This design comes from an exercise in tuning for a short achievable clock period and few clock cycles on the open sky130 flow, not from production work. At most, simulation tests tie the RTL to the original design; equivalence was not proved. Function not checked in runs 1 and 4: the RTL went through the layout flow alone. Power is estimated from default activity; no workload was simulated.

File: design/flow/config.mk
export PLATFORM = sky130hd
export DESIGN_NAME = reflsamp
export DESIGN_NICKNAME = reflsamp
export VERILOG_FILES = /design/flow/design.v
export SDC_FILE = /design/flow/constraint.sdc
export NUM_CORES = 4
export LEC_CHECK = 0
export CAP_MARGIN = 20
export CORE_MARGIN = 2
export CORE_UTILIZATION = 40
export SLEW_MARGIN = 20
File: design/flow/constraint.sdc
create_clock -name core_clock -period 15.0 [get_ports {clk}]
set_input_delay 3.0000 -clock core_clock [delete_from_list [all_inputs] [get_ports {clk}]]
set_output_delay 3.0000 -clock core_clock [all_outputs]
set_load 0.01 [all_outputs]
File: design/flow/design.v
module reflsamp (
    input  wire        clk,
    input  wire        rst,
    input  wire        cmd_valid,
    output wire        cmd_ready,
    input  wire [2:0]  cmd_op,
    input  wire [4:0]  cmd_size,
    input  wire [4:0]  cmd_ff,
    input  wire [3:0]  cmd_strength,
    input  wire [31:0] cmd_shiftx,
    input  wire [31:0] cmd_shifty,
    input  wire [31:0] cmd_nbase,
    input  wire [31:0] cmd_ebase,
    input  wire [31:0] cmd_dbase,
    output reg         done,
    output reg  [1:0]  fault,
    output wire        mem_req_valid,
    input  wire        mem_req_ready,
    output wire        mem_req_we,
    output wire [31:0] mem_req_addr,
    output wire [31:0] mem_req_wdata,
    output wire [3:0]  mem_req_wstrb,
    input  wire        mem_rsp_valid,
    input  wire [31:0] mem_rsp_rdata
);
    localparam OP_OPT32  = 3'd0;
    localparam OP_OPT16  = 3'd1;
    localparam OP_FILT32 = 3'd2;
    localparam OP_FILT16 = 3'd3;
    localparam OP_PACK   = 3'd4;
    localparam F_NONE    = 2'd0;
    localparam F_ILLEGAL = 2'd1;
    localparam F_PARAM   = 2'd2;
    localparam F_ALIGN   = 2'd3;
    localparam S_IDLE  = 3'd0;
    localparam S_CHK   = 3'd1;
    localparam S_SET1  = 3'd2;
    localparam S_SET2  = 3'd3;
    localparam S_RUN   = 3'd4;
    localparam EQ_DEPTH = 16;
    localparam WQ_DEPTH = 16;
    function [31:0] ksadd;
        input [31:0] a;
        input [31:0] b;
        input        cin;
        reg   [31:0] g, p, gg, pp;
        integer i, s;
        begin
            g  = a & b;
            p  = a ^ b;
            gg = g;
            pp = p;
            gg[0] = g[0] | (p[0] & cin);
            for (s = 1; s < 32; s = s * 2)
                for (i = 31; i >= s; i = i - 1) begin
                    gg[i] = gg[i] | (pp[i] & gg[i-s]);
                    pp[i] = pp[i] & pp[i-s];
                end
            ksadd = p ^ {gg[30:0], cin};
        end
    endfunction
    reg [2:0]  state;
    reg        rdy_q;
    reg [2:0]  op;
    reg [4:0]  size;
    reg [4:0]  ff;
    reg [3:0]  strength;
    reg [31:0] shiftx, shifty, nbase, ebase, dbase;
    assign cmd_ready = rdy_q;
    always @(posedge clk) begin
        if (rdy_q) begin
            op       <= cmd_op;
            size     <= cmd_size;
            ff       <= cmd_ff;
            strength <= cmd_strength;
            shiftx   <= cmd_shiftx;
            shifty   <= cmd_shifty;
            nbase    <= cmd_nbase;
            ebase    <= cmd_ebase;
            dbase    <= cmd_dbase;
        end
    end
    wire c_refl = (op <= OP_FILT16);
    wire c_filt = (op == OP_FILT32) || (op == OP_FILT16);
    wire c_t16  = (op == OP_OPT16) || (op == OP_FILT16);
    wire [5:0] c_n = {1'b0, size} + {1'b0, ff};
    wire c_illegal = (op > OP_PACK)
                  || ((op == OP_OPT32 || op == OP_OPT16) && ff != 5'd0)
                  || ((op == OP_PACK) && (ff != 5'd0 || strength != 4'd0));
    wire c_param = c_refl ? (size == 5'd0 || size > 5'd16 || strength > 4'd8
                             || (c_filt && c_n > 6'd16))
                          : (size < 5'd3 || size > 5'd16);
    wire c_align = (nbase[1:0] != 2'b00)
                || (c_refl && !c_t16 && (ebase[1:0] != 2'b00 || dbase[1:0] != 2'b00))
                || (c_refl &&  c_t16 && (ebase[0] != 1'b0 || dbase[0] != 1'b0))
                || (!c_refl && dbase[2:0] != 3'b000);
    wire [1:0] c_fault = c_illegal ? F_ILLEGAL :
                         c_param   ? F_PARAM   :
                         c_align   ? F_ALIGN   : F_NONE;
    reg        is_pack, is_t16, is_filt;
    reg [4:0]  f;           
    reg [4:0]  sh_y;        
    reg [3:0]  k;           
    reg [15:0] nmask;       
    reg [15:0] wmask;       
    reg [15:0] fstep;       
    reg [31:0] npm1;        
    reg [31:0] dpen;        
    reg [31:0] dbase8;      
    wire [4:0] s_f = c_filt ? ff : 5'd0;
    wire [4:0] s_n = size + s_f;
    reg        rv;
    reg [31:0] rd;
    always @(posedge clk) begin
        rv <= mem_rsp_valid & ~rst;
        rd <= mem_rsp_rdata;
    end
    reg        or_valid, or_we, or_tag_e, or_tag_h;
    reg [31:0] or_addr, or_wdata;
    reg [3:0]  or_wstrb;
    assign mem_req_valid = or_valid;
    assign mem_req_we    = or_we;
    assign mem_req_addr  = or_addr;
    assign mem_req_wdata = or_wdata;
    assign mem_req_wstrb = or_wstrb;
    wire load = ~or_valid | mem_req_ready;
    reg        run;           
    reg [31:0] naddr;
    reg [31:0] nrem;          
    reg        nmore;         
    wire [31:0] naddr_inc = ksadd(naddr, 32'd4, 1'b0);
    wire [31:0] nrem_dec  = ksadd(nrem, 32'hFFFF_FFFF, 1'b0);
    wire        nrem_zero = (nrem == 32'd0);
    reg [5:0]  eq_used;       
    reg [5:0]  wq_used;       
    reg [30:0] eq_mem [0:EQ_DEPTH-1];    
    reg [3:0]  eq_wp, eq_rp;
    reg [4:0]  eq_cnt;
    wire [30:0] eq_head = eq_mem[eq_rp];
    reg [29:0] wq_addr [0:WQ_DEPTH-1];
    reg [31:0] wq_data [0:WQ_DEPTH-1];
    reg [3:0]  wq_strb [0:WQ_DEPTH-1];
    reg [3:0]  wq_wp, wq_rp;
    reg [4:0]  wq_cnt;
    wire can_w = (wq_cnt != 5'd0);
    wire can_e = (eq_cnt != 5'd0) && (wq_used < WQ_DEPTH);
    wire can_n = run && nmore && (is_pack ? (wq_used < WQ_DEPTH) : (eq_used < EQ_DEPTH));
    wire sel_w = can_w;
    wire sel_e = ~can_w & can_e;
    wire sel_n = ~can_w & ~can_e & can_n;
    wire pop_w = load & sel_w;
    wire pop_e = load & sel_e;
    wire iss_n = load & sel_n;
    always @(posedge clk) begin
        if (rst) begin
            or_valid <= 1'b0;
        end else if (load) begin
            or_valid <= sel_w | sel_e | sel_n;
            or_we    <= sel_w;
            or_tag_e <= sel_e;
            or_tag_h <= eq_head[0];
            if (sel_w) begin
                or_addr  <= {wq_addr[wq_rp], 2'b00};
                or_wdata <= wq_data[wq_rp];
                or_wstrb <= wq_strb[wq_rp];
            end else if (sel_e) begin
                or_addr  <= {eq_head[30:1], 2'b00};
            end else begin
                or_addr  <= naddr;
            end
        end
    end
    reg        acc_q, acc_e, acc_h;
    reg [1:0]  tag_mem [0:31];
    reg [4:0]  tag_wp, tag_rp;
    always @(posedge clk) begin
        acc_q <= or_valid & mem_req_ready & ~or_we & ~rst;
        acc_e <= or_tag_e;
        acc_h <= or_tag_h;
        if (acc_q) tag_mem[tag_wp] <= {acc_e, acc_h};
    end
    wire [1:0] rtag  = tag_mem[tag_rp];
    wire       rsp_n = rv & ~rtag[1];
    wire       rsp_e = rv &  rtag[1];
    reg [15:0] j_r;           
    reg [15:0] xb, yb;        
    wire       j_last = (j_r == nmask);
    wire [15:0] xb_inc = ksadd({16'd0, xb}, {16'd0, fstep}, 1'b0);
    wire [15:0] yb_inc = ksadd({16'd0, yb}, {16'd0, fstep}, 1'b0);
    reg        p1_v;
    reg [7:0]  p1_r, p1_g;
    reg [15:0] p1_xb, p1_yb;
    reg        p2_v;
    reg [15:0] p2_dx, p2_dy;    
    reg [15:0] p2_xb, p2_yb;
    reg        p3_v;
    reg [15:0] p3_x, p3_y;
    reg        p4_v;
    reg [31:0] p4_off;
    reg        p5_v;
    reg [31:0] p5_ea;
    wire signed [7:0] rdelta = $signed(p1_r ^ 8'h80);
    wire signed [7:0] gdelta = $signed(p1_g ^ 8'h80);
    wire signed [7:0] dx8    = rdelta >>> k;
    wire signed [7:0] dy8    = gdelta >>> k;
    wire [15:0] dx16 = {{8{dx8[7]}}, dx8};
    wire [15:0] dy16 = {{8{dy8[7]}}, dy8};
    wire [15:0] x_sum = ksadd({16'd0, p2_xb}, {16'd0, p2_dx}, 1'b0);
    wire [15:0] y_sum = ksadd({16'd0, p2_yb}, {16'd0, p2_dy}, 1'b0);
    wire [31:0] xoff = is_t16 ? {15'd0, p3_x, 1'b0} : {14'd0, p3_x, 2'b00};
    wire [31:0] yoff = {16'd0, p3_y} << sh_y;
    wire [31:0] ea_sum = ksadd(ebase, p4_off, 1'b0);
    always @(posedge clk) begin
        p1_v <= rsp_n & ~is_pack & ~rst;
        p1_r <= rd[7:0];
        p1_g <= rd[15:8];
        p1_xb <= xb;
        p1_yb <= yb;
        p2_v  <= p1_v & ~rst;
        p2_dx <= is_filt ? ~dx16 : dx16;       
        p2_dy <= ~dy16;
        p2_xb <= is_filt ? ksadd({16'd0, p1_xb}, 32'd1, 1'b0) : p1_xb;
        p2_yb <= ksadd({16'd0, p1_yb}, 32'd1, 1'b0);
        p3_v <= p2_v & ~rst;
        p3_x <= x_sum & wmask;
        p3_y <= y_sum & wmask;
        p4_v   <= p3_v & ~rst;
        p4_off <= yoff | xoff;
        p5_v  <= p4_v & ~rst;
        p5_ea <= ea_sum;
    end
    reg [31:0] dptr;          
    reg        dlast;         
    reg        lo_pend;       
    reg [15:0] lo_half;
    reg [1:0]  lane;          
    reg        qodd;          
    reg [31:0] pb, pb8;       
    reg [23:0] racc, gacc;
    reg        gpend;
    reg [31:0] gword;
    reg [29:0] gaddr;
    wire [15:0] ehalf = rtag[0] ? rd[31:16] : rd[15:0];
    wire [31:0] dptr_inc = ksadd(dptr, is_t16 ? 32'd2 : 32'd4, 1'b0);
    wire [31:0] pb_inc   = ksadd(pb,  32'd16, 1'b0);
    wire [31:0] pb8_inc  = ksadd(pb8, 32'd16, 1'b0);
    reg        w_push;
    reg [29:0] w_addr;
    reg [31:0] w_data;
    reg [3:0]  w_strb;
    reg [1:0]  w_rel;         
    always @(*) begin
        w_push = 1'b0;
        w_addr = dptr[31:2];
        w_data = rd;
        w_strb = 4'b1111;
        w_rel  = 2'd0;
        if (is_pack) begin
            if (gpend) begin
                w_push = 1'b1;
                w_addr = gaddr;
                w_data = gword;
            end else if (rsp_n && lane == 2'd3) begin
                w_push = 1'b1;
                w_addr = {pb[31:3], qodd};
                w_data = {rd[7:0] ^ 8'h80, racc};
                w_rel  = 2'd2;
            end
        end else if (rsp_e) begin
            if (!is_t16) begin
                w_push = 1'b1;
            end else if (!dptr[1]) begin
                w_push = dlast;
                w_data = {ehalf, ehalf};
                w_strb = 4'b0011;
                w_rel  = dlast ? 2'd0 : 2'd1;
            end else begin
                w_push = 1'b1;
                w_data = {ehalf, lo_pend ? lo_half : ehalf};
                w_strb = lo_pend ? 4'b1111 : 4'b1100;
            end
        end
    end
    always @(posedge clk) begin
        if (w_push) begin
            wq_addr[wq_wp] <= w_addr;
            wq_data[wq_wp] <= w_data;
            wq_strb[wq_wp] <= w_strb;
        end
        if (p5_v) eq_mem[eq_wp] <= {p5_ea[31:2], p5_ea[1]};
    end
    wire [5:0] eq_used_up = eq_used + 6'd1;
    wire [5:0] eq_used_dn = eq_used - 6'd1;
    wire [5:0] eq_used_nx = (iss_n & ~is_pack) ? eq_used_up : pop_e ? eq_used_dn : eq_used;
    wire [5:0] wq_used_b  = wq_used - {4'd0, w_rel};
    wire [5:0] wq_used_up = wq_used_b + 6'd1;
    wire [5:0] wq_used_dn = wq_used_b - 6'd1;
    wire [5:0] wq_used_nx = (pop_e | (iss_n & is_pack)) ? wq_used_up : pop_w ? wq_used_dn : wq_used_b;
    wire [4:0] eq_cnt_b   = eq_cnt + {4'd0, p5_v};
    wire [4:0] eq_cnt_dn  = eq_cnt_b - 5'd1;
    wire [4:0] wq_cnt_b   = wq_cnt + {4'd0, w_push};
    wire [4:0] wq_cnt_dn  = wq_cnt_b - 5'd1;
    wire finished = ~nmore && (eq_used == 6'd0) && (wq_used == 6'd0) && (~or_valid | mem_req_ready);
    always @(posedge clk) begin
        if (rst) begin
            state   <= S_IDLE;
            rdy_q   <= 1'b1;
            done    <= 1'b0;
            fault   <= F_NONE;
            run     <= 1'b0;
            nmore   <= 1'b0;
            eq_used <= 6'd0;
            wq_used <= 6'd0;
            eq_wp   <= 4'd0;
            eq_rp   <= 4'd0;
            eq_cnt  <= 5'd0;
            wq_wp   <= 4'd0;
            wq_rp   <= 4'd0;
            wq_cnt  <= 5'd0;
            tag_wp  <= 5'd0;
            tag_rp  <= 5'd0;
            gpend   <= 1'b0;
            lo_pend <= 1'b0;
        end else begin
            done <= 1'b0;
            if (iss_n) begin
                naddr <= naddr_inc;
                nrem  <= nrem_dec;
                nmore <= ~nrem_zero;
            end
            eq_used <= eq_used_nx;
            wq_used <= wq_used_nx;
            if (p5_v) eq_wp <= eq_wp + 4'd1;
            if (pop_e) eq_rp <= eq_rp + 4'd1;
            eq_cnt <= pop_e ? eq_cnt_dn : eq_cnt_b;
            if (w_push) wq_wp <= wq_wp + 4'd1;
            if (pop_w) wq_rp <= wq_rp + 4'd1;
            wq_cnt <= pop_w ? wq_cnt_dn : wq_cnt_b;
            if (acc_q) tag_wp <= tag_wp + 5'd1;
            if (rv)    tag_rp <= tag_rp + 5'd1;
            if (rsp_n && !is_pack) begin
                if (j_last) begin
                    j_r <= 16'd0;
                    xb  <= shiftx[15:0];
                    yb  <= yb_inc;
                end else begin
                    j_r <= j_r + 16'd1;
                    xb  <= xb_inc;
                end
            end
            if (rsp_e) begin
                dptr  <= dptr_inc;
                dlast <= (dptr == dpen);
                if (is_t16 && !dptr[1]) begin
                    lo_pend <= 1'b1;
                    lo_half <= ehalf;
                end else begin
                    lo_pend <= 1'b0;
                end
            end
            if (is_pack) begin
                if (gpend) gpend <= 1'b0;
                if (rsp_n) begin
                    lane <= lane + 2'd1;
                    case (lane)
                        2'd0: begin racc[7:0]   <= rd[7:0] ^ 8'h80; gacc[7:0]   <= rd[15:8] ^ 8'h80; end
                        2'd1: begin racc[15:8]  <= rd[7:0] ^ 8'h80; gacc[15:8]  <= rd[15:8] ^ 8'h80; end
                        2'd2: begin racc[23:16] <= rd[7:0] ^ 8'h80; gacc[23:16] <= rd[15:8] ^ 8'h80; end
                        default: begin
                            gpend <= 1'b1;
                            gword <= {rd[15:8] ^ 8'h80, gacc};
                            gaddr <= {pb8[31:3], qodd};
                            qodd  <= ~qodd;
                            if (qodd) begin
                                pb  <= pb_inc;
                                pb8 <= pb8_inc;
                            end
                        end
                    endcase
                end
            end
            case (state)
                S_IDLE: begin
                    if (cmd_valid) begin
                        rdy_q <= 1'b0;
                        state <= S_CHK;
                    end
                end
                S_CHK: begin
                    fault <= c_fault;
                    if (c_fault != F_NONE) begin
                        done  <= 1'b1;
                        rdy_q <= 1'b1;
                        state <= S_IDLE;
                    end else begin
                        state <= S_SET1;
                    end
                    is_pack <= (op == OP_PACK);
                    is_t16  <= c_t16;
                    is_filt <= c_filt;
                    f       <= s_f;
                    sh_y    <= s_n + (c_t16 ? 5'd1 : 5'd2);
                    k       <= 4'd8 - strength;
                    nmask   <= ~(16'hFFFF << size);
                    wmask   <= ~(16'hFFFF << s_n);
                    fstep   <= 16'd1 << s_f;
                    npm1    <= ~(32'hFFFF_FFFF << {size, 1'b0});
                end
                S_SET1: begin
                    dpen    <= ksadd(dbase, is_t16 ? {npm1[30:1], 2'b00} : {npm1[29:1], 3'b000},
                                     1'b0);
                    dbase8  <= ksadd(dbase, 32'd8, 1'b0);
                    state   <= S_SET2;
                end
                S_SET2: begin
                    naddr   <= nbase;
                    nrem    <= npm1;
                    nmore   <= 1'b1;
                    j_r     <= 16'd0;
                    xb      <= shiftx[15:0];
                    yb      <= shifty[15:0];
                    dptr    <= dbase;
                    dlast   <= 1'b0;
                    lo_pend <= 1'b0;
                    lane    <= 2'd0;
                    qodd    <= 1'b0;
                    pb      <= dbase;
                    pb8     <= dbase8;
                    gpend   <= 1'b0;
                    run     <= 1'b1;
                    state   <= S_RUN;
                end
                S_RUN: begin
                    if (finished) begin
                        run   <= 1'b0;
                        done  <= 1'b1;
                        rdy_q <= 1'b1;
                        state <= S_IDLE;
                    end
                end
                default: state <= S_IDLE;
            endcase
        end
    end
endmodule
File: design/flow/run.sh
#!/bin/bash
# synth_recipe.tcl (not shown) runs the flow's synth.tcl, then flattens the netlist and writes it again
# the make line also repeats each setting of config.mk as NAME=value (left out here)
make -C /OpenROAD-flow-scripts/flow DESIGN_CONFIG=/design/flow/config.mk WORK_HOME=/design/flow/orfs CLKGATE_MAP_FILE= SYNTH_SCRIPT=/design/flow/synth_recipe.tcl finish
==> flow_metrics.tcl, run 1 <==
set metrics [dict create \
    status "complete, no violations" \
    holdBufCountCts 0 \
    max_freq_mhz 189.1 \
    ant_nets 0 \
    cp_max_fo 10 \
    async_flop_share_pct 0 \
    avgSynthCellArea_um2 16.57 \
    drc 0 \
    synth_top_flop_cell "edfxtp_1" \
    final-hold-violation-count 0 \
    arrival_ns 6.05 \
    cts-root-buf "clkbuf_16" \
    path_clk_slew_ns 0.06 \
    hpwl_um 161900 \
    start_kind "primary input" \
    worstSkewPairLatency_ns 0.95 \
    power.leakage_nw 39.56 \
    io_pins 288 \
    vdd_ir_drop_max_mv 0.1356 \
    rsz0062_at_grt "false" \
    cts_tree "built" \
    die_area_um2 267500 \
    tns_ns 0 \
    max_slew_margin_pct 23.36 \
    dpl-instance-area_um2 112400 \
    crit_top_cell "a21oi_1" \
    post_cts_buffers 0 \
    synth_seq_area_share_pct 69.95 \
    yosysWarnings 1 \
    gp_congestion 0.8738 \
    max_stage_delay_ns 0.63 \
    drt-total-wl_um 261900 \
    syn_area_um2 105400 \
    grt_pass1_vias 57630 \
    first_pass_iters 8 \
    drt_iter0_drc 6113 \
    drv_cap 0 \
    antenna_found_initial 15 \
    crit_path_cell_trace "clkdlybuf4s50_1 > nor2b_1 > or4_1 > nand2b_1 > ha_1 > a21o_1 > a21oi_1 > o21bai_1 > a21oi_1 > nand2_1 > o21ai_0 > xnor2_1 > nor2_1" \
    die_w_um 517.2 \
    grt.total_usage_pct 19.39 \
    grt_pass1_wl_um 382300 \
    ys_types 83 \
    coreArea_um2 262300 \
    drive_above_1_share_pct 16.55 \
    grt_overflow 0 \
    start_util_pct 40.17 \
    criticalPathCategory "in -> reg" \
    via_count 57630 \
    nets 7163 \
    clkSinkCount 2556 \
    final.setup_skew_ns 0.09085 \
    cts_resized 0 \
    die_y_um 517.2 \
    crit_required_ns 15.76 \
    synth_seq_cells 2556 \
    powerDensity_nw_per_um2 149.8 \
    routedWlPerCell_um 24.97 \
    drv_slew 0 \
    synthCells 6360 \
    synth_edf_count 2251 \
    clock_path_buffers 4 \
    fin_ws_ns 9.712 \
    stdcell_area_um2 121300 \
    area_growth_pct 15.11 \
    multiInputGateArea_um2 30310 \
    period_needed_ns 5.288 \
    post-place-ws_ns 8.802 \
    post-route-period-util_pct 35.25 \
    htree_levels 5 \
    tightestPinTransition_ns 1.150 \
    cts_buffers 287 \
    portBuffers 255 \
    grt_max_degree 96 \
    critPathSlowestCell "or4_1" \
    hold_path_class "reg -> reg" \
    num_rows 188 \
    register_area_um2 73740 \
    fillers 22330 \
    p_total_mw 18.17 \
    setup_violations 0 \
    end_kind "flip-flop" \
    avgViaCountPerCell 5.495 \
    postSynthNetCount 6765 \
]
[registers in the layout, summed over array words and instances (netlist names), 64 cells and up, named ones only]
signal,flops
eq_mem,496
tag_mem,64
wq_addr,480
wq_data,512
[layout by cell type, fill, tap and decap left out, types with 137 or more instances in the layout]
cell / count
edfxtp_1: 2251
mux4_2: 475
nand2_1: 394
nor2_1: 349
clkbuf_16: 295
dfxtp_1: 290
a21oi_1: 263
clkdlybuf4s50_1: 254
xnor2_1: 222
xor2_1: 182
ha_1: 179
o21ai_0: 178
inv_1: 137
[synth_stat cells (32+ instances only)]
cell	number	area (um2)
or3_1	37	231.5
mux2_2	55	619.3
nand4_1	57	356.6
and2_1	75	469.2
o21ai_0	178	890.9
clkbuf_1	192	720.7
nor2b_1	44	275.3
a22oi_1	32	240.2
a21oi_1	269	1346
nor2_1	365	1370
a21o_1	46	345.3
edfxtp_1	2251	67590
nand2b_1	33	206.5
xor2_1	182	1594
nand2_1	397	1490
mux4_2	475	10700
and3_1	55	344.1
nand3_1	116	580.6
ha_1	179	2240
dfxtp_1	305	6106
nor3_1	71	355.3
o211ai_1	51	382.9
a211oi_1	42	315.3
mux2i_1	84	840.8
buf_1	58	217.7
inv_1	137	514.2
xnor2_1	223	1953
[logic make-up (layout without fill, tap and decap cells)]
logic type                 after synthesis  after routing  synth area share, %
xor gates and xnor gates               405            405                3.367
adders and majority gates              191            191                2.354
and+or+nand+nor                       1351           1351                6.106
buffers and inverters                  409           1016                1.535
muxes                                  616            616                11.58
AOI/OAI and AO/OA                      832            832                5.106
other                                    0              6                    0
DFF                                   2556           2556                69.95
[final timing paths]
check / startpoint / end / slack (ns) / cells after the start
max: mem_req_ready / eq_used[5] / 9.71 / 13
min: xb[14] / p1_xb[14] / 0.39 / 0
max reg2reg: flip-flop / wq_addr[7][21] / 9.92 / 8
min reg2reg: xb[14] / p1_xb[14] / 0.39 / 0
[final cells by class]
| class | count | area share, % |
|---|---|---|
| Clock inverter | 137 | 0.8645 |
| Clock buffer | 361 | 6.393 |
| Multi-Input combinational cell | 3395 | 24.99 |
| Inverter | 141 | 0.4405 |
| Sequential cell | 2556 | 60.80 |
| Tap cell | 3515 | 3.626 |
| Timing Repair Buffer | 377 | 2.874 |
| Antenna cell | 6 | 0.01238 |
[critical path: cells and delay by family]
kind	cells	cell delay, ns
AND/OR/NAND/NOR	5	1.26
AO/OA/AOI/OAI	5	0.77
buffers and inverters	1	0.51
adder cells (fa/ha/maj)	1	0.36
XOR/XNOR	1	0.14
[routing by layer]
layer	global-route usage, %	up-vias	part of all wire, %
li1	-	25690	-
met1	27.83	29530	44
met2	30.23	2019	46
met3	3.032	386	6.7
met4	6.323	2	3.0
met5	0	-	0.0057
[stage by stage]
step                utilization, %  instances  hold slack [ns]
floorplan                        -       6360           0.3233
global placement             42.86       9981           0.3693
detailed placement           42.86       9981           0.3788
CTS                          46.21      10480           0.3925
global route                 46.24      10490           0.3949
finish                       46.24      10490           0.3906
[power by group]
group / internal [mW] / leakage (nW) / total, mW / switching, mW
Clock: 3.90 / 4.34 / 6.64 / 2.74
Combinational: 1.39 / 12.2 / 2.87 / 1.48
Sequential: 8.23 / 23.1 / 8.66 / 0.438
==> inputs of run 2 (changes only) <==
--- a/design/flow/design.v
+++ b/design/flow/design.v
@@ -36,4 +36,2 @@
     localparam S_CHK   = 3'd1;
-    localparam S_SET1  = 3'd2;
-    localparam S_SET2  = 3'd3;
     localparam S_RUN   = 3'd4;
@@ -62,3 +60,4 @@
     reg [2:0]  state;
-    reg        rdy_q;
+    reg        rdy_q;         
+    reg        busy_q;        
     reg [2:0]  op;
@@ -70,3 +69,3 @@
     always @(posedge clk) begin
-        if (rdy_q) begin
+        if (!busy_q) begin
             op       <= cmd_op;
@@ -100,3 +99,2 @@
     reg        is_pack, is_t16, is_filt;
-    reg [4:0]  f;           
     reg [4:0]  sh_y;        
@@ -108,4 +106,5 @@
     reg [31:0] dpen;        
-    reg [31:0] dbase8;      
     wire [4:0] s_f = c_filt ? ff : 5'd0;
+    always @(posedge clk)
+        dpen <= ksadd(dbase, is_t16 ? {npm1[30:1], 2'b00} : {npm1[29:1], 3'b000}, 1'b0);
     wire [4:0] s_n = size + s_f;
@@ -118,2 +117,4 @@
     reg        or_valid, or_we, or_tag_e, or_tag_h;
+    reg        or_idle;       
+    reg        or_rd;         
     reg [31:0] or_addr, or_wdata;
@@ -125,3 +126,3 @@
     assign mem_req_wstrb = or_wstrb;
-    wire load = ~or_valid | mem_req_ready;
+    wire load = or_idle | mem_req_ready;
     reg        run;           
@@ -133,8 +134,15 @@
     wire        nrem_zero = (nrem == 32'd0);
-    reg [5:0]  eq_used;       
-    reg [5:0]  wq_used;       
+    reg [EQ_DEPTH-1:0] eq_used;    
+    reg [WQ_DEPTH-1:0] wq_used;    
     reg [30:0] eq_mem [0:EQ_DEPTH-1];    
-    reg [3:0]  eq_wp, eq_rp;
-    reg [4:0]  eq_cnt;
-    wire [30:0] eq_head = eq_mem[eq_rp];
+    reg [3:0]  eq_wp;
+    reg [EQ_DEPTH-1:0] eq_rp;      
+    reg [EQ_DEPTH-1:0] eq_cnt;     
+    reg [30:0] eq_head;
+    integer qi;
+    always @(*) begin
+        eq_head = 31'd0;
+        for (qi = 0; qi < EQ_DEPTH; qi = qi + 1)
+            eq_head = eq_head | (eq_mem[qi] & {31{eq_rp[qi]}});
+    end
     reg [29:0] wq_addr [0:WQ_DEPTH-1];
@@ -142,10 +150,24 @@
     reg [3:0]  wq_strb [0:WQ_DEPTH-1];
-    reg [3:0]  wq_wp, wq_rp;
-    reg [4:0]  wq_cnt;
-    wire can_w = (wq_cnt != 5'd0);
-    wire can_e = (eq_cnt != 5'd0) && (wq_used < WQ_DEPTH);
-    wire can_n = run && nmore && (is_pack ? (wq_used < WQ_DEPTH) : (eq_used < EQ_DEPTH));
-    wire sel_w = can_w;
-    wire sel_e = ~can_w & can_e;
-    wire sel_n = ~can_w & ~can_e & can_n;
+    reg [3:0]  wq_wp;
+    reg [WQ_DEPTH-1:0] wq_rp;      
+    reg [WQ_DEPTH-1:0] wq_cnt;     
+    reg [29:0] wq_haddr;
+    reg [31:0] wq_hdata;
+    reg [3:0]  wq_hstrb;
+    always @(*) begin
+        wq_haddr = 30'd0;
+        wq_hdata = 32'd0;
+        wq_hstrb = 4'd0;
+        for (qi = 0; qi < WQ_DEPTH; qi = qi + 1) begin
+            wq_haddr = wq_haddr | (wq_addr[qi] & {30{wq_rp[qi]}});
+            wq_hdata = wq_hdata | (wq_data[qi] & {32{wq_rp[qi]}});
+            wq_hstrb = wq_hstrb | (wq_strb[qi] & {4{wq_rp[qi]}});
+        end
+    end
+    wire can_w = wq_cnt[0];
+    wire can_e = eq_cnt[0] && !wq_used[WQ_DEPTH-1];
+    wire can_n = run && nmore && (is_pack ? !wq_used[WQ_DEPTH-1] : !eq_used[EQ_DEPTH-1]);
+    wire sel_n = can_n;
+    wire sel_e = ~can_n & can_e;
+    wire sel_w = ~can_n & ~can_e & can_w;
     wire pop_w = load & sel_w;
@@ -156,5 +178,8 @@
             or_valid <= 1'b0;
+            or_idle  <= 1'b1;
         end else if (load) begin
             or_valid <= sel_w | sel_e | sel_n;
+            or_idle  <= ~(sel_w | sel_e | sel_n);
             or_we    <= sel_w;
+            or_rd    <= ~sel_w;
             or_tag_e <= sel_e;
@@ -162,5 +187,5 @@
             if (sel_w) begin
-                or_addr  <= {wq_addr[wq_rp], 2'b00};
-                or_wdata <= wq_data[wq_rp];
-                or_wstrb <= wq_strb[wq_rp];
+                or_addr  <= {wq_haddr, 2'b00};
+                or_wdata <= wq_hdata;
+                or_wstrb <= wq_hstrb;
             end else if (sel_e) begin
@@ -176,3 +201,3 @@
     always @(posedge clk) begin
-        acc_q <= or_valid & mem_req_ready & ~or_we & ~rst;
+        acc_q <= ~or_idle & mem_req_ready & or_rd & ~rst;
         acc_e <= or_tag_e;
@@ -181,5 +206,12 @@
     end
-    wire [1:0] rtag  = tag_mem[tag_rp];
-    wire       rsp_n = rv & ~rtag[1];
-    wire       rsp_e = rv &  rtag[1];
+    reg        rv2;
+    reg [31:0] rd2;
+    reg [1:0]  rtag;
+    always @(posedge clk) begin
+        rv2  <= rv & ~rst;
+        rd2  <= rd;
+        rtag <= tag_mem[tag_rp];
+    end
+    wire       rsp_n = rv2 & ~rtag[1];
+    wire       rsp_e = rv2 &  rtag[1];
     reg [15:0] j_r;           
@@ -214,4 +246,4 @@
         p1_v <= rsp_n & ~is_pack & ~rst;
-        p1_r <= rd[7:0];
-        p1_g <= rd[15:8];
+        p1_r <= rd2[7:0];
+        p1_g <= rd2[15:8];
         p1_xb <= xb;
@@ -242,3 +274,3 @@
     reg [29:0] gaddr;
-    wire [15:0] ehalf = rtag[0] ? rd[31:16] : rd[15:0];
+    wire [15:0] ehalf = rtag[0] ? rd2[31:16] : rd2[15:0];
     wire [31:0] dptr_inc = ksadd(dptr, is_t16 ? 32'd2 : 32'd4, 1'b0);
@@ -254,3 +286,3 @@
         w_addr = dptr[31:2];
-        w_data = rd;
+        w_data = rd2;
         w_strb = 4'b1111;
@@ -265,3 +297,3 @@
                 w_addr = {pb[31:3], qodd};
-                w_data = {rd[7:0] ^ 8'h80, racc};
+                w_data = {rd2[7:0] ^ 8'h80, racc};
                 w_rel  = 2'd2;
@@ -291,14 +323,15 @@
     end
-    wire [5:0] eq_used_up = eq_used + 6'd1;
-    wire [5:0] eq_used_dn = eq_used - 6'd1;
-    wire [5:0] eq_used_nx = (iss_n & ~is_pack) ? eq_used_up : pop_e ? eq_used_dn : eq_used;
-    wire [5:0] wq_used_b  = wq_used - {4'd0, w_rel};
-    wire [5:0] wq_used_up = wq_used_b + 6'd1;
-    wire [5:0] wq_used_dn = wq_used_b - 6'd1;
-    wire [5:0] wq_used_nx = (pop_e | (iss_n & is_pack)) ? wq_used_up : pop_w ? wq_used_dn : wq_used_b;
-    wire [4:0] eq_cnt_b   = eq_cnt + {4'd0, p5_v};
-    wire [4:0] eq_cnt_dn  = eq_cnt_b - 5'd1;
-    wire [4:0] wq_cnt_b   = wq_cnt + {4'd0, w_push};
-    wire [4:0] wq_cnt_dn  = wq_cnt_b - 5'd1;
-    wire finished = ~nmore && (eq_used == 6'd0) && (wq_used == 6'd0) && (~or_valid | mem_req_ready);
+    wire [EQ_DEPTH-1:0] eq_used_up = {eq_used[EQ_DEPTH-2:0], 1'b1};
+    wire [EQ_DEPTH-1:0] eq_used_dn = {1'b0, eq_used[EQ_DEPTH-1:1]};
+    wire [EQ_DEPTH-1:0] eq_used_nx = (iss_n & ~is_pack) ? eq_used_up : pop_e ? eq_used_dn : eq_used;
+    wire [WQ_DEPTH-1:0] wq_used_b  = w_rel[1] ? {2'b00, wq_used[WQ_DEPTH-1:2]} :
+                                     w_rel[0] ? {1'b0, wq_used[WQ_DEPTH-1:1]} : wq_used;
+    wire [WQ_DEPTH-1:0] wq_used_up = {wq_used_b[WQ_DEPTH-2:0], 1'b1};
+    wire [WQ_DEPTH-1:0] wq_used_dn = {1'b0, wq_used_b[WQ_DEPTH-1:1]};
+    wire [WQ_DEPTH-1:0] wq_used_nx = (pop_e | (iss_n & is_pack)) ? wq_used_up : pop_w ? wq_used_dn : wq_used_b;
+    wire [EQ_DEPTH-1:0] eq_cnt_b   = p5_v ? {eq_cnt[EQ_DEPTH-2:0], 1'b1} : eq_cnt;
+    wire [EQ_DEPTH-1:0] eq_cnt_dn  = {1'b0, eq_cnt_b[EQ_DEPTH-1:1]};
+    wire [WQ_DEPTH-1:0] wq_cnt_b   = w_push ? {wq_cnt[WQ_DEPTH-2:0], 1'b1} : wq_cnt;
+    wire [WQ_DEPTH-1:0] wq_cnt_dn  = {1'b0, wq_cnt_b[WQ_DEPTH-1:1]};
+    wire finished = ~nmore && !eq_used[0] && !wq_used[0] && (or_idle | mem_req_ready);
     always @(posedge clk) begin
@@ -307,2 +340,3 @@
             rdy_q   <= 1'b1;
+            busy_q  <= 1'b0;
             done    <= 1'b0;
@@ -311,10 +345,10 @@
             nmore   <= 1'b0;
-            eq_used <= 6'd0;
-            wq_used <= 6'd0;
+            eq_used <= {EQ_DEPTH{1'b0}};
+            wq_used <= {WQ_DEPTH{1'b0}};
             eq_wp   <= 4'd0;
-            eq_rp   <= 4'd0;
-            eq_cnt  <= 5'd0;
+            eq_rp   <= {{(EQ_DEPTH-1){1'b0}}, 1'b1};
+            eq_cnt  <= {EQ_DEPTH{1'b0}};
             wq_wp   <= 4'd0;
-            wq_rp   <= 4'd0;
-            wq_cnt  <= 5'd0;
+            wq_rp   <= {{(WQ_DEPTH-1){1'b0}}, 1'b1};
+            wq_cnt  <= {WQ_DEPTH{1'b0}};
             tag_wp  <= 5'd0;
@@ -333,6 +367,6 @@
             if (p5_v) eq_wp <= eq_wp + 4'd1;
-            if (pop_e) eq_rp <= eq_rp + 4'd1;
+            if (pop_e) eq_rp <= {eq_rp[EQ_DEPTH-2:0], eq_rp[EQ_DEPTH-1]};
             eq_cnt <= pop_e ? eq_cnt_dn : eq_cnt_b;
             if (w_push) wq_wp <= wq_wp + 4'd1;
-            if (pop_w) wq_rp <= wq_rp + 4'd1;
+            if (pop_w) wq_rp <= {wq_rp[WQ_DEPTH-2:0], wq_rp[WQ_DEPTH-1]};
             wq_cnt <= pop_w ? wq_cnt_dn : wq_cnt_b;
@@ -365,8 +399,8 @@
                     case (lane)
-                        2'd0: begin racc[7:0]   <= rd[7:0] ^ 8'h80; gacc[7:0]   <= rd[15:8] ^ 8'h80; end
-                        2'd1: begin racc[15:8]  <= rd[7:0] ^ 8'h80; gacc[15:8]  <= rd[15:8] ^ 8'h80; end
-                        2'd2: begin racc[23:16] <= rd[7:0] ^ 8'h80; gacc[23:16] <= rd[15:8] ^ 8'h80; end
+                        2'd0: begin racc[7:0]   <= rd2[7:0] ^ 8'h80; gacc[7:0]   <= rd2[15:8] ^ 8'h80; end
+                        2'd1: begin racc[15:8]  <= rd2[7:0] ^ 8'h80; gacc[15:8]  <= rd2[15:8] ^ 8'h80; end
+                        2'd2: begin racc[23:16] <= rd2[7:0] ^ 8'h80; gacc[23:16] <= rd2[15:8] ^ 8'h80; end
                         default: begin
                             gpend <= 1'b1;
-                            gword <= {rd[15:8] ^ 8'h80, gacc};
+                            gword <= {rd2[15:8] ^ 8'h80, gacc};
                             gaddr <= {pb8[31:3], qodd};
@@ -384,3 +418,4 @@
                     if (cmd_valid) begin
-                        rdy_q <= 1'b0;
+                        rdy_q  <= 1'b0;
+                        busy_q <= 1'b1;
                         state <= S_CHK;
@@ -392,6 +427,9 @@
                         done  <= 1'b1;
-                        rdy_q <= 1'b1;
+                        rdy_q  <= 1'b1;
+                        busy_q <= 1'b0;
                         state <= S_IDLE;
                     end else begin
-                        state <= S_SET1;
+                        run   <= 1'b1;
+                        nmore <= 1'b1;
+                        state <= S_RUN;
                     end
@@ -400,3 +438,2 @@
                     is_filt <= c_filt;
-                    f       <= s_f;
                     sh_y    <= s_n + (c_t16 ? 5'd1 : 5'd2);
@@ -407,13 +444,4 @@
                     npm1    <= ~(32'hFFFF_FFFF << {size, 1'b0});
-                end
-                S_SET1: begin
-                    dpen    <= ksadd(dbase, is_t16 ? {npm1[30:1], 2'b00} : {npm1[29:1], 3'b000},
-                                     1'b0);
-                    dbase8  <= ksadd(dbase, 32'd8, 1'b0);
-                    state   <= S_SET2;
-                end
-                S_SET2: begin
                     naddr   <= nbase;
-                    nrem    <= npm1;
-                    nmore   <= 1'b1;
+                    nrem    <= ~(32'hFFFF_FFFF << {size, 1'b0});
                     j_r     <= 16'd0;
@@ -427,6 +455,4 @@
                     pb      <= dbase;
-                    pb8     <= dbase8;
+                    pb8     <= ksadd(dbase, 32'd8, 1'b0);
                     gpend   <= 1'b0;
-                    run     <= 1'b1;
-                    state   <= S_RUN;
                 end
@@ -436,3 +462,4 @@
                         done  <= 1'b1;
-                        rdy_q <= 1'b1;
+                        rdy_q  <= 1'b1;
+                        busy_q <= 1'b0;
                         state <= S_IDLE;
==> run 2 against run 1 <==
Effect of this change: hold slack worse by 0.068 ns; sequential share of layout area up 1.6 points; clock skew fell by 0.029 ns; largest power group unchanged; highest routed layer unchanged.
==> flow_metrics.tcl, run 2 <==
set metrics [dict create \
    final.setup_skew_ns 0.06174 \
    largestRegisters "wq_data x512, eq_mem x496, wq_addr x480" \
    via_count 63750 \
    crit_required_ns 15.52 \
    drive_above_1_share_pct 9.781 \
    area_growth_pct 15.49 \
    post-route-period-util_pct 34.75 \
    max_slew_margin_pct 18.60 \
    hold_path_class "reg -> reg" \
    top_register "wq_data" \
    path_clk_slew_ns 0.06 \
    yosysTopAreaCellShare_pct 63.75 \
    grt_pass1_vias 62340 \
    hpwl_um 172200 \
    setup_violations 0 \
    coreArea_um2 256700 \
    grt_overflow 0 \
    grt_max_degree 81 \
    die_w_um 512.0 \
    drt_iter0_drc 7325 \
    synth_area_leaders "edfxtp_1 (64%), dfxtp_1 (8.3%), a221oi_1 (2.4%)" \
    rr_worst_depth 9 \
    drv_slew 0 \
    synth_top_flop_cell "edfxtp_1" \
    post-place-ws_ns 9.192 \
    status "complete, no violations" \
    largest_register_ffs 512 \
    post_cts_buffers 0 \
    synth_seq_cells 2617 \
    nets 7749 \
    whs_ns 0.3225 \
    holdBufCountCts 0 \
    yosys.cell_count.top_type "edfxtp_1" \
    criticalPathCategory "reg -> reg" \
    die_area_um2 262100 \
    power.leakage_nw 39.63 \
    layout_commonest_cell "edfxtp_1" \
    yosysWarnings 1 \
    start_util_pct 40.21 \
    ys_types 67 \
    gp_congestion 0.8641 \
    portBuffers 255 \
    synth_top_cell_by_area "edfxtp_1" \
    final-hold-violation-count 0 \
    grt.total_usage_pct 21.70 \
    tightestPinTransition_ns 1.208 \
    avgViaCountPerCell 5.814 \
    cts-root-buf "clkbuf_16" \
    fillers 22180 \
    start_kind "flip-flop" \
    arrival_ns 5.74 \
    final_core_util_pct 46.43 \
    rsz0062_at_grt "false" \
    tns_ns 0 \
    worstSkewPairLatency_ns 0.95 \
    clkSinkCount 2617 \
    synth_edf_count 2191 \
    cp_max_fo 42 \
    p_total_mw 16.51 \
    async_flop_share_pct 0 \
    num_rows 186 \
    max_freq_mhz 191.9 \
    drv_cap 0 \
    cts_buffers 293 \
    avgSynthCellArea_um2 14.68 \
    worstHoldPathCells 0 \
    htree_levels 5 \
    vdd_ir_drop_max_mv 0.1246 \
    drt-total-wl_um 292700 \
    drc 0 \
    first_pass_iters 5 \
    period_needed_ns 5.212 \
    cts_tree "built" \
    postSynthNetCount 7422 \
    powerDensity_nw_per_um2 138.5 \
    die_y_um 512.0 \
    io_pins 288 \
    synth_common_cells "edfxtp_1 (2191), nand2_1 (540), dfxtp_1 (426)" \
    clock_path_buffers 4 \
    syn_area_um2 103200 \
    routedWlPerCell_um 26.69 \
    antenna_found_initial 12 \
    mostFrequentLayoutCells "edfxtp_1 (2191), nand2_1 (540), dfxtp_1 (408), nor2_1 (326), clkbuf_16 (302)" \
    synth_seq_area_share_pct 72.01 \
    synthCells 7032 \
    ant_nets 0 \
    cts_resized 0 \
    grt_pass1_wl_um 422300 \
    fin_ws_ns 9.788 \
    end_kind "flip-flop" \
]
-- run 2: cell count changes after synthesis, sizes merged, moves of 100 or more --
cell	change
nand2	+141
mux4	-445
a22o	+271
a22oi	+204
a221oi	+277
clkbuf	+100
dfxtp	+121
-- run 2: cell families after synthesis --
group	Yosys count	synth area share, %
flops	2617	72.01
compound gates	1647	11.47
simple gates	1573	7.209
buf+inv	456	1.666
xor+xnor	381	3.233
mux	182	2.204
fa+ha+maj	176	2.206
-- run 2: final timing paths --
path	from	end	slack [ns]
max reg2reg	is_t16	wq_addr[0][10]	9.79
min reg2reg	rd[25]	rd2[25]	0.32
min	rd[25]	rd2[25]	0.32
max	is_t16	wq_addr[0][10]	9.79
-- run 2: worst max-delay path, stage by stage (launching register included) --
cell      delay [ns]
edfxtp_1        0.73
buf_4           0.41
inv_1           0.55
nor3_1          0.16
o31ai_2         0.21
buf_4           0.29
clkinv_1        0.46
nor3_1          0.52
and2_4          0.58
buf_4           0.82
-- run 2: area by class of cell --
| class | instances | area, um2 | area share [%] |
|---|---|---|---|
| diodes | 5 | 12.51 | 0.01050 |
| clock buffers | 393 | 8099 | 6.795 |
| clock inverters | 119 | 1054 | 0.8839 |
| inverters | 101 | 386.6 | 0.3244 |
| multi-input cells | 3959 | 27470 | 23.04 |
| flip-flops and latches | 2617 | 74380 | 62.41 |
| well taps | 3384 | 4234 | 3.552 |
| repair buffers | 387 | 3557 | 2.984 |
-- run 2: stage by stage --
step | instance area [um2] | instances
6_report | 119200 | 10970
5_1_grt | 119200 | 10960
4_1_cts | 119100 | 10960
3_5_place_dp | 109900 | 10450
3_3_place_gp | 109900 | 10450
2_1_floorplan | 103200 | 7032
-- run 2: per-layer routing --
| layer | part of all wire (%) | track usage [%] | vias up |
|---|---|---|---|
| li1 | - | - | 28120 |
| met3 | 8.4 | 3.462 | 455 |
| met1 | 43 | 30.67 | 32220 |
| met4 | 3.3 | 7.657 | 6 |
| met2 | 46 | 33.94 | 2947 |
| met5 | 0.015 | 0 | - |
-- run 2: power breakdown --
group	switching, mW	internal (mW)	total, mW
clock network	2.82	4.06	6.88
registers	0.332	8.30	8.63
logic	0.604	0.392	0.996
Testbench counts of run 2, summed over its fixed seeds: cycles 98,792.
==> inputs of run 3 (changes only) <==
==> design/flow/flow/run.sh (new file) <==
#!/bin/bash
# Own layout flow: the standard ORFS flow, with the resizer's timing repair
# asked to leave extra setup slack (the clock period and constraints are
# unchanged) and free to resize cells across footprints.
set -euo pipefail
bash standard.sh SETUP_SLACK_MARGIN=11 MATCH_CELL_FOOTPRINT=0 finish > standard_flow.log 2>&1
==> design/flow/standard.sh (new file) <==
#!/bin/bash
# synth_recipe.tcl (not shown) runs the flow's synth.tcl, then flattens the netlist and writes it again
# the make line also repeats each setting of config.mk as NAME=value (left out here)
make -C /OpenROAD-flow-scripts/flow DESIGN_CONFIG=/design/flow/config.mk WORK_HOME=/design/flow/orfs CLKGATE_MAP_FILE= SYNTH_SCRIPT=/design/flow/synth_recipe.tcl "${@:-finish}"
removed: design/flow/run.sh
==> run 3 against run 2 <==
Effect of this change: power down 0.45%; core utilization up 0.079 points; clock skew down 0.0020 ns; first-iteration DRC count up 5.4%; final cell count about the same; sequential share of layout area down 0.097 points; routed wire length up 2.3%; register-to-register slack better by 1.3 ns; flip-flop and latch count unchanged; synthesized cell count unchanged; setup slack better by 0.62 ns; largest power group unchanged.
==> flow_metrics.tcl, run 3 <==
set metrics [dict create \
    cts_tree "built" \
    top_register "wq_data" \
    start_kind "flip-flop" \
    tightestPinTransition_ns 1.229 \
    setup_violations 0 \
    portBuffers 255 \
    synth_seq_area_share_pct 72.01 \
    final.setup_skew_ns 0.05976 \
    drive_above_1_share_pct 11.55 \
    max_slew_margin_pct 18.09 \
    htree_levels 5 \
    drc 0 \
    die_area_um2 262100 \
    gp_congestion 0.8496 \
    status "complete, no violations" \
    critPathSlowestCell "edfxtp_1" \
    grt_overflow 0 \
    vdd_ir_drop_max_mv 0.1258 \
    grt.total_usage_pct 22.09 \
    path_clk_slew_ns 0.06 \
    die_w_um 512.0 \
    num_rows 186 \
    arrival_ns 1.59 \
    io_pins 288 \
    first_pass_iters 9 \
    synth_top_flop_cell "edfxtp_1" \
    via_count 64420 \
    cts-root-buf "clkbuf_16" \
    powerDensity_nw_per_um2 137.7 \
    drt_iter0_drc 7720 \
    mostFrequentLayoutCells "edfxtp_1 (2191), nand2_1 (537), dfxtp_1 (403), nor2_1 (320), clkbuf_16 (306)" \
    crit_path_cell_trace "clkbuf_2" \
    tns_ns 0 \
    dpl-instance-area_um2 110000 \
    clock_path_buffers 4 \
    r2r_end "or_addr[13]" \
    rr_worst_depth 8 \
    coreArea_um2 256700 \
    antenna_found_initial 17 \
    max_stage_delay_ns 0.49 \
    ant_nets 0 \
    synthCells 7032 \
    synth_seq_cells 2617 \
    drv_cap 0 \
    grt_max_degree 91 \
    path_buf_inv 1 \
    yosysTopAreaCellShare_pct 63.75 \
    yosysWarnings 1 \
    synth_area_leaders "edfxtp_1 (64%), dfxtp_1 (8.3%), a221oi_1 (2.4%)" \
    period_needed_ns 4.591 \
    ys_types 67 \
    drt-total-wl_um 299300 \
    largestRegisters "wq_data x512, eq_mem x496, wq_addr x480" \
    critical_path.top_delay_family "flip-flops" \
    whs_ns 0.2817 \
    avgViaCountPerCell 5.870 \
    start_util_pct 40.21 \
    worstHoldPathCells 0 \
    postSynthNetCount 7422 \
    largest_register_ffs 512 \
    power.leakage_nw 39.85 \
    routedWlPerCell_um 27.28 \
    synth_common_cells "edfxtp_1 (2191), nand2_1 (540), dfxtp_1 (426)" \
    die_y_um 512.0 \
    final-hold-violation-count 0 \
    max_freq_mhz 217.8 \
    end_kind "primary output" \
    worst-path-stages 1 \
    rsz0062_at_grt "true" \
    hpwl_um 171700 \
    holdBufCountCts 0 \
    nets 7774 \
    yosys.cell_count.top_type "edfxtp_1" \
    p_total_mw 16.44 \
    clkSinkCount 2617 \
    cp_max_fo 1 \
    timing.rr.start "is_pack" \
    grt_pass1_wl_um 428100 \
    holdPathEnd "rd2[4]" \
    grt_pass1_vias 62680 \
    drv_slew 0 \
    hold_path_class "reg -> reg" \
    criticalPathCategory "reg -> out" \
    area_growth_pct 15.69 \
    synth_edf_count 2191 \
    stdcell_area_um2 119400 \
    worstSkewPairLatency_ns 0.93 \
    avgSynthCellArea_um2 14.68 \
    syn_area_um2 103200 \
    min_from "rd[4]" \
    async_flop_share_pct 0 \
    cts_buffers 294 \
    synth_top_cell_by_area "edfxtp_1" \
    layout_commonest_cell "edfxtp_1" \
    post-route-period-util_pct 30.61 \
    r2r_slack_ns 11.05 \
    crit_required_ns 12.00 \
]
run 3: cell types whose count changed in the layout (fill, tap and decap cells not counted), sizes merged, moves of 2 or more:
cell           previous run  this run
clkinv                   91        93
bufinv                   16        12
clkdlybuf4s50           254       179
clkbuf                  393       452
and2                     80        86
clkinvlp                  8         5
buf                     133       150
and3                     55        59
diode                     5         3
run 3: kinds of logic after synthesis:
kind of cell,share of synthesized area (%)
AND/OR/NAND/NOR,7.209
XOR/XNOR,3.233
flip-flops,72.01
AO/OA/AOI/OAI,11.47
buffers and inverters,1.666
multiplexers,2.204
adder cells (fa/ha/maj),2.206
run 3: area by class of cell:
type                    instances  area, um2
repair buffers                398       3555
flip-flops and latches       2617      74400
clock inverters               114      864.6
clock buffers                 384       8120
fillers                     22060     137300
inverters                     101      394.1
multi-input cells            3972      27830
diodes                          3      7.507
well taps                    3384       4234
run 3: routing by layer:
layer	part of all wire, %	routed length [um]	track usage [%]
met1	42	126100	31.68
met2	46	136500	34.69
met3	9.1	27210	3.106
met4	3.2	9468	6.992
met5	0.0043	13	0
run 3: how the worst max path moves through the flow:
stage / from / endpoint / slack [ns]
after CTS: or_addr[0] / mem_req_addr[0] / 10.29
after floorplan: rst / pb8[10] / 9.59
after global routing: or_addr[0] / mem_req_addr[0] / 10.33
after global placement: rst / yb[0] / 9.39
final: or_addr[0] / mem_req_addr[0] / 10.41
after detailed placement: rst / yb[0] / 9.31
run 3: timing repair:
item / in CTS / in global routing
endpoints found under the setup margin: 1511 / 737
resized for setup: 227 / 17
buffers inserted: 15 / 13
cloned: 12 / 4
pin swaps: 14 / 4
run 3: metrics by stage:
stage / util [%] / setup WS, ns / cells
finish: 46.51 / 10.41 / 10970
global route: 46.51 / 10.33 / 10970
CTS: 46.39 / 10.29 / 10950
detailed placement: 42.84 / 9.311 / 10430
global placement: 42.83 / 9.392 / 10430
floorplan: - / 9.594 / 7032
run 3: power breakdown:
| part | total [mW] | switching [mW] | internal [mW] |
|---|---|---|---|
| clock | 6.79 | 2.80 | 4.00 |
| sequential | 8.64 | 0.338 | 8.30 |
| combinational | 1.01 | 0.611 | 0.394 |
| total | 16.4 | 3.75 | 12.7 |
==> inputs of run 4 (changes only) <==
--- a/design/flow/design.v
+++ b/design/flow/design.v
@@ -175,10 +175,11 @@
     wire iss_n = load & sel_n;
+    reg [31:0] oi_addr, oi_wdata;
+    reg [3:0]  oi_wstrb;
+    wire [31:0] nx_addr = sel_w ? {wq_haddr, 2'b00} : sel_e ? {eq_head[30:1], 2'b00} : naddr;
+    wire        nx_any  = sel_w | sel_e | sel_n;
     always @(posedge clk) begin
         if (rst) begin
-            or_valid <= 1'b0;
             or_idle  <= 1'b1;
         end else if (load) begin
-            or_valid <= sel_w | sel_e | sel_n;
-            or_idle  <= ~(sel_w | sel_e | sel_n);
-            or_we    <= sel_w;
+            or_idle  <= ~nx_any;
             or_rd    <= ~sel_w;
@@ -186,12 +187,11 @@
             or_tag_h <= eq_head[0];
-            if (sel_w) begin
-                or_addr  <= {wq_haddr, 2'b00};
-                or_wdata <= wq_hdata;
-                or_wstrb <= wq_hstrb;
-            end else if (sel_e) begin
-                or_addr  <= {eq_head[30:1], 2'b00};
-            end else begin
-                or_addr  <= naddr;
-            end
+            oi_addr  <= nx_addr;
+            oi_wdata <= wq_hdata;
+            oi_wstrb <= wq_hstrb;
         end
+        or_valid <= rst ? 1'b0 : load ? nx_any : ~or_idle;
+        or_we    <= load ? sel_w : ~or_rd;
+        or_addr  <= load ? nx_addr : oi_addr;
+        or_wdata <= load ? wq_hdata : oi_wdata;
+        or_wstrb <= load ? wq_hstrb : oi_wstrb;
     end
--- a/design/flow/config.mk
+++ b/design/flow/config.mk
@@ -9,3 +9,5 @@
 export CORE_MARGIN = 2
-export CORE_UTILIZATION = 40
+export CORE_UTILIZATION = 65
+export CTS_CLUSTER_DIAMETER = 100
+export CTS_CLUSTER_SIZE = 30
 export SLEW_MARGIN = 20
==> run 4 against run 3 <==
Effect of this change: area after synthesis grew 2.6%; clock skew shrank 0.026 ns; final area shrank 3.9%; non-clock buffer count grew 5; largest cell class unchanged; global-route usage grew 11 points; setup slack gained 0.22 ns; clock-buffer cell count shrank 209; still clean on timing, DRC and antenna.
==> flow_metrics.tcl, run 4 <==
set metrics [dict create \
    p_sw_mw 3.125 \
    hold_path_class "reg -> reg" \
    power.leakage_nw 37.68 \
    max_stage_delay_ns 0.46 \
    yosys.cell_count.top_type "edfxtp_1" \
    synthCells 7380 \
    dpl-instance-area_um2 111100 \
    end_kind "primary output" \
    critPathSlowestCell "dfxtp_4" \
    path_clk_slew_ns 0.12 \
    largest_register_ffs 512 \
    arrival_ns 1.37 \
    combPwrFrac_pct 7.7 \
    stdcell_area_um2 114800 \
    drt_iter0_drc 8935 \
    num_rows 148 \
    avgViaCountPerCell 6.673 \
    internal_power_mw 10.18 \
    htree_levels 3 \
    cts-root-buf "clkbuf_16" \
    worstSkewPairLatency_ns 0.79 \
    post-place-cells 9541 \
    syn_area_um2 105900 \
    start_kind "flip-flop" \
    grt_overflow 0 \
    clkSinkCount 2687 \
    rsz0062_at_grt "true" \
    critical_path.top_delay_family "flip-flops" \
    area_growth_pct 8.366 \
    synth_top_cell_by_area "edfxtp_1" \
    layout_commonest_cell "edfxtp_1" \
    instances_no_fill 9758 \
    max_slew_margin_pct 21.11 \
    async_flop_share_pct 0 \
    hpwl_um 166700 \
    largestRegisters "wq_data x512, eq_mem x496, wq_addr x480" \
    top_register "wq_data" \
    final.setup_skew_ns 0.03387 \
    first_pass_iters 8 \
    drv_slew 0 \
    drive_above_1_share_pct 8.072 \
    fin_ws_ns 10.63 \
    cts_buffers 99 \
    gp_congestion 0.8863 \
    avgSynthCellArea_um2 14.35 \
    mostFrequentLayoutCells "edfxtp_1 (2192), nand2_1 (559), dfxtp_1 (418), nor2_1 (384), a22oi_1 (311)" \
    final_core_util_pct 70.76 \
    synth_seq_area_share_pct 71.50 \
    period_needed_ns 4.366 \
    grt_pass1_wl_um 408200 \
    synth_top_flop_cell "edfxtp_1" \
    cts_tree "built" \
    routedWlPerCell_um 28.79 \
    powerDensity_nw_per_um2 115.9 \
    crit_required_ns 12.00 \
    grt_max_degree 82 \
    cp_max_fo 1 \
    post-route-period-util_pct 29.11 \
    crit_path_cell_trace "buf_6" \
    io_pins 288 \
    p_seq_share_pct 66.2 \
    yosysWarnings 1 \
    ys_types 78 \
    tightestPinTransition_ns 1.183 \
    clock_path_buffers 3 \
    path_buf_inv 1 \
    vdd_ir_drop_max_mv 0.1053 \
    max_freq_mhz 229.0 \
    ant_nets 0 \
    die_area_um2 166200 \
    switching_share_pct 23.49 \
    grt_pass1_vias 62530 \
    yosysTopAreaCellShare_pct 62.14 \
    post-place-ws_ns 9.029 \
    criticalPathCategory "reg -> out" \
    via_count 65110 \
    final-hold-violation-count 0 \
    clockPowerShare_pct 26.0 \
    drc 0 \
    portBuffers 255 \
    start_util_pct 65.30 \
    grt.total_usage_pct 33.28 \
    synth_edf_count 2192 \
    coreArea_um2 162200 \
    status "complete, no violations" \
    die_w_um 407.7 \
    postSynthNetCount 7770 \
    tns_ns 0 \
    antenna_found_initial 8 \
    drv_cap 0 \
    die_y_um 407.7 \
    r2r_slack_ns 11.13 \
    synth_common_cells "edfxtp_1 (2192), nand2_1 (560), dfxtp_1 (495)" \
    nets 7890 \
    drt-total-wl_um 280900 \
    synth_seq_cells 2687 \
    setup_violations 0 \
    synth_area_leaders "edfxtp_1 (62%), dfxtp_1 (9.4%), a22oi_1 (2.2%)" \
]
-- run 4: area by class of cell --
cell class / instances / area (um2)
Clock buffer: 175 / 2763
Fill cell: 10960 / 47440
Antenna cell: 1 / 2.502
Timing Repair Buffer: 403 / 4019
Sequential cell: 2687 / 75920
Clock inverter: 8 / 138.9
Multi-Input combinational cell: 4172 / 28680
Tap cell: 2175 / 2721
Inverter: 137 / 529.3
-- run 4: path summary, 6_finish.rpt --
path	cells after the start	end	from
max	1	mem_req_addr[1]	or_addr[1]
min	0	rd2[30]	rd[30]
max reg2reg	10	oi_addr[3]	is_pack
min reg2reg	0	rd2[30]	rd[30]
-- run 4: repair_timing --
action | 4_1_cts | 5_1_grt
endpoints found under the hold margin | 0 | 0
hold buffers | 0 | 0
pin swaps | 8 | 1
setup endpoints to repair | 1178 | 415
cloned | 13 | 0
resized for setup | 417 | 28
buffers inserted | 20 | 0
-- run 4: power by group through the flow --
stage | logic [mW] | registers (mW) | clock network, mW
floorplan | 0.658 | 8.82 | 0
global placement | 0.977 | 8.95 | 0
detailed placement | 0.999 | 8.97 | 0
CTS | 1.01 | 8.80 | 3.49
global route | 1.12 | 8.84 | 3.72
finish | 1.03 | 8.81 | 3.46
-- run 4: per-stage QoR --
step	hold WS, ns	total power [mW]
after global routing	0.3345	13.68
after CTS	0.3314	13.30
final	0.3332	13.30
after global placement	0.3134	9.930
after detailed placement	0.3121	9.969
after floorplan	0.3096	9.480
-- run 4: kinds of logic after synthesis --
kind of cell | Yosys count | synth area share, %
buffers and inverters | 526 | 1.868
and+or+nand+nor | 1737 | 7.851
muxes | 192 | 2.239
adders and majority gates | 176 | 2.150
xor gates and xnor gates | 377 | 3.117
DFF | 2687 | 71.50
AOI/OAI and AO/OA | 1685 | 11.28
-- run 4: per-layer routing --
layer | track usage (%) | share of wire, %
met4 | 9.911 | 3.0
met5 | 0 | 0
met2 | 52.80 | 47
met1 | 48.95 | 39
met3 | 4.158 | 11
==> inputs of run 5 (changes only) <==
--- a/design/flow/design.v
+++ b/design/flow/design.v
@@ -37,4 +37,4 @@
     localparam S_RUN   = 3'd4;
-    localparam EQ_DEPTH = 16;
-    localparam WQ_DEPTH = 16;
+    localparam EQ_DEPTH = 12;
+    localparam WQ_DEPTH = 8;
     function [31:0] ksadd;
@@ -137,3 +137,3 @@
     reg [30:0] eq_mem [0:EQ_DEPTH-1];    
-    reg [3:0]  eq_wp;
+    reg [EQ_DEPTH-1:0] eq_wp;      
     reg [EQ_DEPTH-1:0] eq_rp;      
@@ -150,3 +150,3 @@
     reg [3:0]  wq_strb [0:WQ_DEPTH-1];
-    reg [3:0]  wq_wp;
+    reg [WQ_DEPTH-1:0] wq_wp;      
     reg [WQ_DEPTH-1:0] wq_rp;      
@@ -316,8 +316,10 @@
     always @(posedge clk) begin
-        if (w_push) begin
-            wq_addr[wq_wp] <= w_addr;
-            wq_data[wq_wp] <= w_data;
-            wq_strb[wq_wp] <= w_strb;
-        end
-        if (p5_v) eq_mem[eq_wp] <= {p5_ea[31:2], p5_ea[1]};
+        for (qi = 0; qi < WQ_DEPTH; qi = qi + 1)
+            if (w_push && wq_wp[qi]) begin
+                wq_addr[qi] <= w_addr;
+                wq_data[qi] <= w_data;
+                wq_strb[qi] <= w_strb;
+            end
+        for (qi = 0; qi < EQ_DEPTH; qi = qi + 1)
+            if (p5_v && eq_wp[qi]) eq_mem[qi] <= {p5_ea[31:2], p5_ea[1]};
     end
@@ -347,6 +349,6 @@
             wq_used <= {WQ_DEPTH{1'b0}};
-            eq_wp   <= 4'd0;
+            eq_wp   <= {{(EQ_DEPTH-1){1'b0}}, 1'b1};
             eq_rp   <= {{(EQ_DEPTH-1){1'b0}}, 1'b1};
             eq_cnt  <= {EQ_DEPTH{1'b0}};
-            wq_wp   <= 4'd0;
+            wq_wp   <= {{(WQ_DEPTH-1){1'b0}}, 1'b1};
             wq_rp   <= {{(WQ_DEPTH-1){1'b0}}, 1'b1};
@@ -366,6 +368,6 @@
             wq_used <= wq_used_nx;
-            if (p5_v) eq_wp <= eq_wp + 4'd1;
+            if (p5_v) eq_wp <= {eq_wp[EQ_DEPTH-2:0], eq_wp[EQ_DEPTH-1]};
             if (pop_e) eq_rp <= {eq_rp[EQ_DEPTH-2:0], eq_rp[EQ_DEPTH-1]};
             eq_cnt <= pop_e ? eq_cnt_dn : eq_cnt_b;
-            if (w_push) wq_wp <= wq_wp + 4'd1;
+            if (w_push) wq_wp <= {wq_wp[WQ_DEPTH-2:0], wq_wp[WQ_DEPTH-1]};
             if (pop_w) wq_rp <= {wq_rp[WQ_DEPTH-2:0], wq_rp[WQ_DEPTH-1]};
==> run 5 against run 4 <==
Effect of this change: die area is 23% lower; power is 22% lower; register-to-register slack better by 0.03 ns; sequential share of layout area is 2.9 points lower; clock-buffer cell count is 41 lower; core utilization is 0.34 points higher; synthesized cell count is 18% lower; non-clock buffer count is 62 lower; critical endpoint is now mem_req_valid.
==> flow_metrics.tcl, run 5 <==
set metrics [dict create \
    status "complete, no violations" \
    postSynthNetCount 6401 \
    drt_iter0_drc 6837 \
    ys_types 84 \
    drv_slew 0 \
    setup_violations 0 \
    synth_common_cells "edfxtp_1 (1556), nand2_1 (473), dfxtp_1 (471)" \
    start_kind "flip-flop" \
    vdd_ir_drop_max_mv 0.1031 \
    die_w_um 358.8 \
    drc 0 \
    grt.total_usage_pct 30.83 \
    whs_ns 0.3378 \
    fillers 8487 \
    routed.top_layer "met5" \
    first_pass_iters 6 \
    gp_congestion 0.8819 \
    grt_overflow 0 \
    dr_wl_met3_um 18290 \
    avgSynthCellArea_um2 13.59 \
    largest_register_ffs 372 \
    ant_nets 0 \
    wl_met1_um 85620 \
    top_register "eq_mem" \
    via_count 50670 \
    period_needed_ns 4.246 \
    tns_ns 0 \
    num_rows 130 \
    max_freq_mhz 235.5 \
    antenna_found_initial 13 \
    drv_cap 0 \
    final.setup_skew_ns 0.03414 \
    grt_pass1_wl_um 296000 \
    worstSkewPairLatency_ns 0.72 \
    yosysTopAreaCellShare_pct 57.11 \
    cts_buffers 77 \
    start_util_pct 65.32 \
    mostFrequentLayoutCells "edfxtp_1 (1556), nand2_1 (472), nor2_1 (408), dfxtp_1 (390), a21oi_1 (310)" \
    drt-total-wl_um 202600 \
    area_growth_pct 8.840 \
    critical_path.top_delay_family "flip-flops" \
    synth_top_flop_cell "edfxtp_1" \
    holdBufCountCts 0 \
    power.leakage_nw 29.79 \
    hpwl_um 124400 \
    cts_tree "built" \
    synth_area_leaders "edfxtp_1 (57%), dfxtp_1 (12%), xnor2_1 (2.6%)" \
    yosysWarnings 5 \
    drive_above_1_share_pct 8.311 \
    dpl-instance-area_um2 86100 \
    clkSinkCount 2027 \
    r2r_slack_ns 11.16 \
    post-route-period-util_pct 28.31 \
    htree_levels 3 \
    layout_commonest_cell "edfxtp_1" \
    rsz0062_at_grt "true" \
    rr_worst_depth 7 \
    final-hold-violation-count 0 \
    synth_seq_cells 2027 \
    criticalPathCategory "reg -> out" \
    coreArea_um2 125200 \
    synth_seq_area_share_pct 68.64 \
    avgViaCountPerCell 6.437 \
    cts-root-buf "clkbuf_16" \
    path_clk_slew_ns 0.11 \
    async_flop_share_pct 0 \
    hold_path_class "reg -> reg" \
    die_area_um2 128700 \
    critPathSlowestCell "dfxtp_4" \
    path_buf_inv 1 \
    max_slew_margin_pct 12.09 \
]
[run 5: cell types whose count changed in the layout (fill, tap and decap cells not counted), sizes merged, moves of 31 or more]
cell,previous run,this run
o31ai,11,44
nand2,560,474
clkbuf,183,138
a221oi,234,167
a22oi,311,131
edfxtp,2192,1556
nor3,124,56
a22o,236,159
a31oi,19,53
a21oi,289,320
o22ai,45,9
buf,215,158
nand4,170,114
o21ai,277,235
[run 5: worst min path at each step]
| stage | start | endpoint | depth (start not counted) |
|---|---|---|---|
| 6_report | rd[24] | rd2[24] | 0 |
| 5_1_grt | rd[6] | rd2[6] | 0 |
| 2_1_floorplan | rd[0] | rd2[0] | 0 |
| 4_1_cts | rd[5] | rd2[5] | 0 |
| 3_3_place_gp | rd[11] | rd2[11] | 0 |
| 3_5_place_dp | rd[10] | rd2[10] | 0 |
[run 5: through the flow]
stage / cells / total power [mW] / worst slack (ns) / utilization [%]
2_1_floorplan: 6019 / 7.357 / 9.735 / -
3_3_place_gp: 7695 / 7.761 / 8.874 / 68.74
3_5_place_dp: 7695 / 7.798 / 8.846 / 68.74
4_1_cts: 7858 / 10.41 / 10.72 / 70.87
5_1_grt: 7871 / 10.74 / 10.73 / 71.09
6_report: 7872 / 10.40 / 10.75 / 71.10
[run 5: cells by family (layout without fill, tap and decap cells)]
logic type      after synthesis  count (layout)  synth area share [%]
flops                      2027            2027                 68.64
fa+ha+maj                   168             168                 2.661
xor+xnor                    382             382                 4.089
compound gates             1374            1375                 11.51
mux                         166             166                 2.565
buf+inv                     400             593                 1.844
other cells                   0               1                     0
simple gates               1502            1510                 8.694
[run 5: final cells by class]
type | count | share of cell area (%)
inverter | 105 | 0.4806
timing repair buffer | 341 | 3.766
clock buffer | 134 | 2.439
antenna | 1 | 0.002810
timing repair inverter | 3 | 0.03794
sequential | 2027 | 63.22
multi-input combinational | 3601 | 27.54
tap | 1650 | 2.318
clock inverter | 10 | 0.1925
[run 5: per-layer routing]
| layer | vias to the layer above | GRT usage (%) |
|---|---|---|
| li1 | 23020 | - |
| met1 | 25140 | 46.18 |
| met2 | 2266 | 48.73 |
| met3 | 241 | 3.756 |
| met4 | 8 | 7.475 |
| met5 | - | 0 |
[run 5: what timing repair did]
item / 4_1_cts / 5_1_grt
resized for setup: 369 / 23
gates cloned: 11 / 5
buffers inserted: 8 / 7
pin swaps: 5 / 1
endpoints found under the setup margin: 593 / 303
[run 5: power breakdown]
part | leakage, nW | internal, mW | total, mW | switching [mW]
Clock | 1.12 | 1.05 | 2.69 | 1.63
Combinational | 10.5 | 0.409 | 0.992 | 0.583
Sequential | 18.2 | 6.43 | 6.72 | 0.287
Testbench counts of run 5, summed over its fixed seeds: cycles 98,852.

Re-timed with assumed drivers on the ports (clkbuf_16 on the clock, buf_2 on other inputs), run 5 has 10.677 ns of setup slack against 10.754 ns with ideal ports, and 10.183 ns once port delays also move by the mid clock arrival of 0.778 ns.
